Source: an optimization exercise on an open RTL-to-GDS flow (aim: small area, a short achievable clock period and few clock cycles per item). Production flows keep margins and buffers that such runs may drop. RTL that was checked went through simulation tests only; none was proved equivalent to the original. Power is estimated from default activity; no workload was simulated.

Setup of job 5874:
## m3p_rle
module m3p_rle (
    input  wire        clk,
    input  wire        rst,         
    input  wire        start,       
    input  wire [1:0]  op,          
    input  wire [15:0] width,       
    input  wire [15:0] src_len,     
    output reg  [1:0]  status,      
    output reg  [1:0]  errcode,     
    output reg  [15:0] dst_len,
    output reg         src_re,
    output reg  [15:0] src_addr,
    input  wire [7:0]  src_rdata,
    output reg         dst_we,
    output reg  [15:0] dst_waddr,
    output reg  [7:0]  dst_wdata,
    output reg         dst_re,
    output reg  [15:0] dst_raddr,
    input  wire [7:0]  dst_rdata
);
Size: ~1500 cells after synthesis, ~200 flip-flops, ~0.013 mm² of cells after synthesis.
clock: 12.0 ns
lec_check: 0
cap_margin: 20
core_margin: 2
core_utilization: 65
cts_buf_list: sky130_fd_sc_hd__clkbuf_8
cts_cluster_size: 30
slew_margin: 20
standard.sh (not shown) runs the stock make flow with config.mk's settings and CLKGATE_MAP_FILE= SYNTH_SCRIPT=/design/flow/synth_recipe.tcl, a recipe that flattens the netlist after the stock synthesis.
==> flow/flow/run.sh <==
#!/bin/bash
# The standard layout with two changes of method, none of the constraints:
#  - every port still gets its own buffer, but a plain buf_1 (repair may size it)
#    instead of the delay-cell buffer buffer_ports picks by default;
#  - timing repair works until the setup slack is at least SETUP_SLACK_MARGIN,
#    i.e. it aims at a shorter period than the clock's (the SDC is unchanged).
set -euo pipefail
export BUFFER_PORTS_ARGS="-buffer_cell sky130_fd_sc_hd__buf_1"
bash standard.sh SETUP_SLACK_MARGIN=8.3 finish > standard_flow.log 2>&1
## Diff of input files: job 5959 against job 5874
- removing CTS_BUF_LIST (formerly sky130_fd_sc_hd__clkbuf_8)
- removing CTS_CLUSTER_SIZE (formerly 30)
Findings:
Relative to job 5874, the power measured on job 5959 has increased by a few percent. Job 5959: all stages complete, timing, DRC and antenna checks passed. Between job 5874 and job 5959, final critical path time including I/O delays and setup is higher for job 5959, job 5874 comes in under that. Against job 5874 as the reference, job 5959 delivers a lower count of filler cells inserted in the layout. Total wire length after detailed routing grows slightly when moving from job 5874 to job 5959. Relative to job 5874, growth of design area from synthesis to finish increased by 1.6 points in job 5959. Average routed wire per standard cell ends up higher on job 5959.
The inputs of job 8233 differ from those of job 5959 as listed below.
- CORE_UTILIZATION changed from 65 to 40
==> flow/flow/run.sh <==
#!/bin/bash
# The standard layout, with timing repair aimed at a shorter period than the
# clock's: repair_timing works until the setup slack is at least SETUP_SLACK_MARGIN.
# The SDC (clock period, I/O delays) is unchanged.
set -euo pipefail
bash standard.sh SETUP_SLACK_MARGIN=8.5 finish > standard_flow.log 2>&1
Findings:
Measured against each other, job 5959 and job 8233 differ in setup slack, the lower figure coming from job 8233. The total global-route track usage reported for job 8233 is smaller than that of job 5959 by 12 points. Between job 5959 and job 8233, utilization is higher for job 5959, job 8233 comes in under that.
Modified inputs, job 5756 compared to job 8233
==> flow/flow/run.sh <==
#!/bin/bash
# The standard layout with two changes of method, none of the constraints:
#  - every port still gets its own buffer, but a plain buf_1 (repair may size it)
#    instead of the delay-cell buffer buffer_ports picks by default;
#  - timing repair works until the setup slack is at least SETUP_SLACK_MARGIN,
#    i.e. it aims at a shorter period than the clock's (the SDC is unchanged).
set -euo pipefail
export BUFFER_PORTS_ARGS="-buffer_cell sky130_fd_sc_hd__buf_1"
bash standard.sh SETUP_SLACK_MARGIN=8.5 finish > standard_flow.log 2>&1
Results
In the flow results for job 8233 and job 5756, the area added between synthesis and finish is larger on job 8233.
Comparing total global-route track usage for job 8233 and job 5756, the bigger number came from job 8233.
On arrival time at the worst endpoint: between job 8233 and job 5756, it ends up higher for job 8233.
Looking at transition time at the pin with the least slew margin, job 5756 sits 81 ps higher than job 8233 does.
The faster design of the two is job 5756; job 8233 tops out lower.
Edits applied to the flow inputs when going from job 5756 to job 8081:
-- flow/flow/run.sh --
<<< job 5756, line 9
bash standard.sh SETUP_SLACK_MARGIN=8.5 finish > standard_flow.log 2>&1
>>> job 8081, line 9
bash standard.sh SETUP_SLACK_MARGIN=8.0 finish > standard_flow.log 2>&1
Per the comparison of job 8081 with job 5756, routability congestion estimate from global placement increased about 1.2%, data-path buffer share of cell area in the final layout decreased 1.2 points, internal power component essentially unchanged, power share of the clock group increased 0.9 points.
No run of this note included a check of the RTL's function; only the layout flow was run.

========
## main
m3p_rle, a different RTL version from the one above (not shown whole).
For scale: about 1600 cells after synthesis, roughly 200 flip-flops, about 130 I/O pins, about 13000 µm² of cells after synthesis.
export LEC_CHECK = 0
export CAP_MARGIN = 20
export CORE_MARGIN = 2
export CORE_UTILIZATION = 40
export SLEW_MARGIN = 20
create_clock -name core_clock -period 12.0 [get_ports {clk}]
==> flow/flow/run.sh <==
#!/bin/bash
# The standard layout, with timing repair aimed at a shorter period than the
# clock's: repair_timing works until the setup slack is at least SETUP_SLACK_MARGIN.
# The SDC (clock period, I/O delays) is unchanged.
set -euo pipefail
bash standard.sh SETUP_SLACK_MARGIN=9.5 finish > standard_flow.log 2>&1
Looking at the reports, main completed the entire flow and the layout it produced met the timing, design-rule and antenna checks.
For the feature branch, these inputs were changed with respect to main:
-- flow/flow/run.sh --
<<< main, line 5
set -euo pipefail
bash standard.sh SETUP_SLACK_MARGIN=9.5 finish > standard_flow.log 2>&1
>>> the feature branch, line 5
set -euo pipefail
bash standard.sh SETUP_SLACK_MARGIN=8.5 finish > standard_flow.log 2>&1
### Flow results
For the portion of the clock cycle consumed by the worst path in the final layout, the feature branch came in 0.75 points lower than main did. Taking main as the reference, in the feature branch total of clock buffers placed in the layout went up, met1 layer wirelength in the final routing decreased by 6.6% relative to the old numbers.
No functional check of the RTL was part of any run of this note.

========
## run A
Another version of the RTL of m3p_rle (not shown whole).
For scale: roughly 200 flip-flops, roughly 0.013 mm² of cells after synthesis.
==> flow/design.v (excerpt) <==
module m3p_rle (
    input  wire        clk,
    input  wire        rst,         
    input  wire        start,       
    input  wire [1:0]  op,          
    input  wire [15:0] width,       
    input  wire [15:0] src_len,     
    output reg  [1:0]  status,      
    output reg  [1:0]  errcode,     
    output reg  [15:0] dst_len,
    output reg         src_re,
    output reg  [15:0] src_addr,
    input  wire [7:0]  src_rdata,
    output reg         dst_we,
    output reg  [15:0] dst_waddr,
    output reg  [7:0]  dst_wdata,
    output reg         dst_re,
    output reg  [15:0] dst_raddr,
    input  wire [7:0]  dst_rdata
);
    localparam ST_IDLE = 2'd0, ST_BUSY = 2'd1, ST_DONE = 2'd2, ST_ERROR = 2'd3;
    localparam OP_PREDICT = 2'd0, OP_UNPREDICT = 2'd1, OP_ENCODE = 2'd2, OP_DECODE = 2'd3;
    localparam ERR_NONE = 2'd0, ERR_INVARG = 2'd1, ERR_MALFORMED = 2'd2;
    localparam M_ZC = 2'd0,    
               M_ZF = 2'd1,    
               M_LC = 2'd2,    
               M_LD = 2'd3;    
    wire busy = (status == ST_BUSY);
    wire acc  = !busy && start;           
    reg  init;                            
    reg  bad_w;                           
    wire fpm_i = !op[1] && !op[0] && width[15:1] != 15'd0 &&
                 (!src_len[15] || src_len[14:0] == 15'd0);
    reg [1:0]  opq;
    reg [15:0] ip;         
    reg        imore;      
    reg [16:0] na;         
    reg [7:0]  xq, nq;     
    reg        xz, nz;     
    reg        cv, nv;     
    reg        rv;         
    reg [1:0]  prime;      
    reg [7:0]  kw;         
    reg [1:0]  md;
    reg        zw;         
    reg        fin_q;      
    reg        ph;         
    reg        fpm;        
  ...
==> flow/config.mk <==
export PLATFORM = sky130hd
export DESIGN_NAME = m3p_rle
export DESIGN_NICKNAME = m3p_rle
export VERILOG_FILES = /design/flow/design.v
export SDC_FILE = /design/flow/constraint.sdc
export NUM_CORES = 4
export LEC_CHECK = 0
export CAP_MARGIN = 20
export CORE_MARGIN = 2
export CORE_UTILIZATION = 40
export CTS_BUF_LIST = sky130_fd_sc_hd__clkbuf_8
export CTS_CLUSTER_SIZE = 12
export SLEW_MARGIN = 20
==> flow/constraint.sdc <==
create_clock -name core_clock -period 12.0 [get_ports {clk}]
set_input_delay 2.4000 -clock core_clock [delete_from_list [all_inputs] [get_ports {clk}]]
set_output_delay 2.4000 -clock core_clock [all_outputs]
set_load 0.01 [all_outputs]
==> flow/flow/run.sh <==
#!/bin/bash
# The standard layout with two changes of method, none of the constraints:
#  - every port still gets its own buffer, but a plain buf_1 (repair may size it)
#    instead of the delay-cell buffer buffer_ports picks by default;
#  - timing repair works until the setup slack is at least SETUP_SLACK_MARGIN,
#    i.e. it aims at a shorter period than the clock's (the SDC is unchanged).
set -euo pipefail
export BUFFER_PORTS_ARGS="-buffer_cell sky130_fd_sc_hd__buf_1"
bash standard.sh SETUP_SLACK_MARGIN=8.3 finish > standard_flow.log 2>&1
Testbench counts of run A, summed over its fixed seeds: cycles 142,815, items 31,322.
For run B, these inputs were changed with respect to run A:
--- a/flow/flow/run.sh
+++ b/flow/flow/run.sh
@@ -8,2 +8,2 @@
 export BUFFER_PORTS_ARGS="-buffer_cell sky130_fd_sc_hd__buf_1"
-bash standard.sh SETUP_SLACK_MARGIN=8.3 finish > standard_flow.log 2>&1
+bash standard.sh SETUP_SLACK_MARGIN=8.45 finish > standard_flow.log 2>&1
--- a/flow/config.mk
+++ b/flow/config.mk
@@ -10,4 +10,3 @@
 export CORE_UTILIZATION = 40
-export CTS_BUF_LIST = sky130_fd_sc_hd__clkbuf_8
-export CTS_CLUSTER_SIZE = 12
+export CTS_BUF_LIST = sky130_fd_sc_hd__clkbuf_4 sky130_fd_sc_hd__clkbuf_8
 export SLEW_MARGIN = 20
==> comparison <==
Going from run A to run B, first-pass iteration count of the detailed router grows by 2.
When run B is set beside run A, its non-clock buffer count turns out to be about 19% larger.
Clock network fraction of design power sits lower in run B than in run A.
For run B and run A, there was not a single run that failed to finish clean.
Summary of run B over run A: total power higher, number of sequential cells held, share of final layout cell area taken by clock buffers and inverters closely matched the old numbers, total via count after detailed routing now larger.
#### Input delta (run C over run B)
--- a/flow/flow/run.sh
+++ b/flow/flow/run.sh
@@ -8,2 +8,2 @@
 export BUFFER_PORTS_ARGS="-buffer_cell sky130_fd_sc_hd__buf_1"
-bash standard.sh SETUP_SLACK_MARGIN=8.45 finish > standard_flow.log 2>&1
+bash standard.sh SETUP_SLACK_MARGIN=8.3 finish > standard_flow.log 2>&1
--- a/flow/config.mk
+++ b/flow/config.mk
@@ -10,3 +10,2 @@
 export CORE_UTILIZATION = 40
-export CTS_BUF_LIST = sky130_fd_sc_hd__clkbuf_4 sky130_fd_sc_hd__clkbuf_8
 export SLEW_MARGIN = 20
==> comparison <==
Run C has part of the power in the clock network above what run B had.
Comparing run B with run C, the area after synthesis came out essentially unchanged.
Run C: period utilization is 1.0 points higher than what run B reported.
Across both runs, design area was lower for run C than for run B.
NOTE: final worst-path setup slack in run C falls short of that of run B
Worst hold slack delta for run C relative to run B: 0.0071 ns lower
Non-clock buffer share of cell area was higher in the run labelled run B.
In terms of number of flip-flops and latches, run C and run B differ only marginally.
Run C vs run B: first-iteration DRC count down by a little under 10%

## re-timing with driven ports
No port has a modelled driver above. Below, the same layouts with a new extraction and two added sets of constraints. Step 1, drivers: a clkbuf_16 drives clk and a buf_2 each remaining input, both assumed. Step 2 times the ports against the registers' clock, not the clock port: input delays grow and output delays shrink by t, the midpoint of the rising clock arrivals with the driver on. Slacks: ideal ports / drivers / drivers and shift; pairs: ideal ports / drivers.
run	t (ns)	setup slack, ns	hold WS [ns]	worst slew at a driven data input, ns
job 5874	0.532	8.348 / 8.302 / 7.862	0.351 / 0.351 / 0.351	0.06
job 5959	0.502	8.340 / 8.289 / 7.877	0.344 / 0.344 / 0.344	0.06
job 8233	0.495	8.318 / 8.346 / 7.851	0.351 / 0.351 / 0.351	0.06
job 5756	0.493	8.373 / 8.402 / 7.909	0.344 / 0.344 / 0.344	0.06
job 8081	0.497	8.267 / 8.293 / 7.803	0.346 / 0.346 / 0.346	0.09
main	0.488	8.245 / 8.261 / 7.773	0.364 / 0.364 / 0.364	0.20
the feature branch	0.506	8.336 / 8.372 / 7.866	0.381 / 0.381 / 0.381	0.08
run A	0.543	8.352 / 8.301 / 7.939	0.353 / 0.353 / 0.353	0.05
run B	0.530	8.467 / 8.420 / 7.968	0.353 / 0.353 / 0.353	0.07
run C	0.499	8.346 / 8.291 / 7.994	0.346 / 0.346 / 0.346	0.05
After both steps setup and hold are still met in every run listed. For run B, which loses most, drivers alone change the setup slack by -0.047 ns; drivers and shift together by -0.499 ns.
